Context: an optimization exercise on an open-source flow, tuned for a short achievable clock period and few clock cycles. The choices shown serve that exercise and are no tape-out recipe.
Only simulation tests tie the RTL to the original design; equivalence was not proved.
No activity file was given, so power comes from the tool's default toggle rates.

Setup of the reference run:
==> flow/design.v (excerpt) <==
module pentaur_core (
    input  wire        clk,
    input  wire        rst,
    input  wire [31:0] prog_len,
    output wire [31:0] imem_addr,
    input  wire [95:0] imem_rdata,
    output reg         dmem_en,
    output reg         dmem_we,
    output reg  [16:0] dmem_addr,
    output reg  [31:0] dmem_wdata,
    input  wire [31:0] dmem_rdata,
    output reg         io_en,
    output reg         io_we,
    output reg  [31:0] io_addr,
    output reg  [31:0] io_wdata,
    input  wire [31:0] io_rdata,
    output wire        halted,
    output wire [2:0]  err,
    output wire [31:0] halt_pc,
    output wire [3:0]  flags
);
    localparam OP_MOV    = 5'd0,  OP_MOVSEG = 5'd1,  OP_ADD  = 5'd2,  OP_SUB  = 5'd3,
               OP_AND    = 5'd4,  OP_OR     = 5'd5,  OP_XOR  = 5'd6,  OP_NOT  = 5'd7,
               OP_SHL    = 5'd8,  OP_SHR    = 5'd9,  OP_ROL  = 5'd10, OP_ROR  = 5'd11,
               OP_INC    = 5'd12, OP_DEC    = 5'd13, OP_CMP  = 5'd14, OP_LOAD = 5'd15,
               OP_STORE  = 5'd16, OP_PUSH   = 5'd17, OP_POP  = 5'd18, OP_IN   = 5'd19,
               OP_OUT    = 5'd20, OP_JMP    = 5'd21, OP_JE   = 5'd22, OP_JNE  = 5'd23,
               OP_JG     = 5'd24, OP_JL     = 5'd25;
    localparam E_NONE = 3'd0, E_ADDR = 3'd1, E_DEST = 3'd2, E_SEG = 3'd3,
               E_SRC  = 3'd4, E_OP   = 3'd5;
    integer i, j;
    localparam PW = 96 + 55;
    localparam K_WRR = 96, K_MSEG = 97, K_LOAD = 98, K_STORE = 99, K_PUSH = 100,
               K_POP = 101, K_IN = 102, K_OUT = 103, K_JMP = 104, K_JE = 105,
               K_JNE = 106, K_JG = 107, K_JL = 108, K_R1 = 109, K_R2 = 110,
               K_FL = 111, K_BONE = 112, K_MDS = 113, K_MSS = 114,
  ...
Settings: LEC_CHECK=0, ABC_CLOCK_PERIOD_IN_PS=2500, CAP_MARGIN=20, CORE_MARGIN=2, CORE_UTILIZATION=50, CTS_CLUSTER_DIAMETER=100, CTS_CLUSTER_SIZE=25, PLACE_DENSITY=0.65, SLEW_MARGIN=20; clock period 10.0 ns.
standard.sh (not shown) runs the stock make flow with config.mk's settings and CLKGATE_MAP_FILE= SYNTH_SCRIPT=/design/flow/synth_recipe.tcl, a recipe that flattens the netlist after the stock synthesis.
==> flow/flow/run.sh <==
#!/bin/bash
set -euo pipefail
export SETUP_SLACK_MARGIN=7
bash standard.sh > standard.log 2>&1
Testbench counts of the reference run, summed over its fixed seeds: cycles 43,680.
The following lists how the trial run was set up differently from the reference run:
Settings: changing PLACE_DENSITY from 0.65 to 0.7; changing CTS_CLUSTER_SIZE from 25 to 20; changing CORE_UTILIZATION from 50 to 55.
## What came out
Shortest period the worst path allows: the trial run vs the reference run down 0.022 ns. Taking the reference run as the reference point, the clock share of power of the trial run rises by 0.9 points. Die size: the trial run is under the reference run. Per the comparison of the trial run with the reference run, clock power has increased, critical path arrival has decreased, cell area has remained practically unchanged, wire length has decreased, met3 capacity usage during global routing has increased. Re number of placed instances, taps included: the trial run is 2.2% down on the reference run. [compare] base=the reference run new=the trial run: worst-case register-to-register setup slack saw a decrease, relative area of non-clock buffer cells in the final design saw little to no change.

## run A
pentaur_core again, from the RTL that the note above started with.
==> flow/config.mk <==
export PLATFORM = sky130hd
export DESIGN_NAME = pentaur_core
export DESIGN_NICKNAME = pentaur_core
export VERILOG_FILES = /design/flow/design.v
export SDC_FILE = /design/flow/constraint.sdc
export NUM_CORES = 4
export LEC_CHECK = 0
export ABC_CLOCK_PERIOD_IN_PS = 2500
export CAP_MARGIN = 20
export CORE_MARGIN = 2
export CORE_UTILIZATION = 60
export CTS_CLUSTER_DIAMETER = 100
export CTS_CLUSTER_SIZE = 20
export PLACE_DENSITY = 0.75
export SLEW_MARGIN = 20
==> flow/constraint.sdc <==
create_clock -name core_clock -period 10.0 [get_ports {clk}]
set_input_delay 2.0000 -clock core_clock [delete_from_list [all_inputs] [get_ports {clk}]]
set_output_delay 2.0000 -clock core_clock [all_outputs]
set_load 0.01 [all_outputs]
Scripts as last shown in full above: flow/flow/run.sh
Testbench counts of run A, summed over its fixed seeds: cycles 43,680.
Relative to run A, the following input files were edited for run B:
# run A
export LEC_CHECK = 0
export ABC_CLOCK_PERIOD_IN_PS = 2500
export CAP_MARGIN = 20
export CORE_MARGIN = 2
export CORE_UTILIZATION = 60
export CTS_CLUSTER_DIAMETER = 100
export CTS_CLUSTER_SIZE = 20
export PLACE_DENSITY = 0.75
export SLEW_MARGIN = 20
create_clock -name core_clock -period 10.0 [get_ports {clk}]
# run B
export LEC_CHECK = 0
export ABC_CLOCK_PERIOD_IN_PS = 2500
export CAP_MARGIN = 20
export CORE_MARGIN = 2
export CORE_UTILIZATION = 40
export CTS_CLUSTER_DIAMETER = 100
export CTS_CLUSTER_SIZE = 25
export PLACE_DENSITY = 0.6
export SLEW_MARGIN = 20
create_clock -name core_clock -period 10.0 [get_ports {clk}]
Notes after the runs:
When the final numbers for run A and run B were put side by side, the total power divided by cell area turned out to be smaller in run B.
The sequential cell fraction of total power on run A is in line with that on run B.
The utilization in run B was lower than what run A gave.
Run B vs run A, shortest period the worst path allows went up by 30 ps.
Compared with run A, in run B overall fraction of global-route tracks in use lost 13 points, switching power summed over all nets picked up an extra about 1.6%, total wire length after detailed routing picked up an extra about 4%.

==> re-timing with driven ports <==
The flow's constraints put no driver on any port. The routed layouts listed below were extracted and timed again, unchanged, in two steps. Step 1: set_driving_cell puts a clkbuf_16 on clk and a buf_2 on each other input, an assumption about the parent block. Step 2 also shifts input and output timing later by t, the mid clock arrival at the registers, as if the neighbouring blocks saw the same clock. Three values: ideal ports, drivers, drivers and shift; two values: the first two.
run | t (ns) | setup slack, ns | clock arrival spread, ns | slew at the worst register clock pin (ns) | pins driven straight from the clock port
the reference run | 0.822 | 6.644 / 6.562 / 6.072 | 0.067 / 0.066 | 0.12 / 0.12 | 1
the trial run | 0.803 | 6.666 / 6.581 / 6.089 | 0.057 / 0.057 | 0.10 / 0.10 | 1
run A | 0.835 | 6.622 / 6.535 / 5.990 | 0.060 / 0.059 | 0.10 / 0.10 | 1
run B | 0.844 | 6.593 / 6.506 / 6.139 | 0.077 / 0.077 | 0.11 / 0.11 | 1
After both steps every run listed still meets setup and hold. The setup slack of run A, which loses most, moves by -0.087 ns with the drivers and by -0.632 ns with both steps.
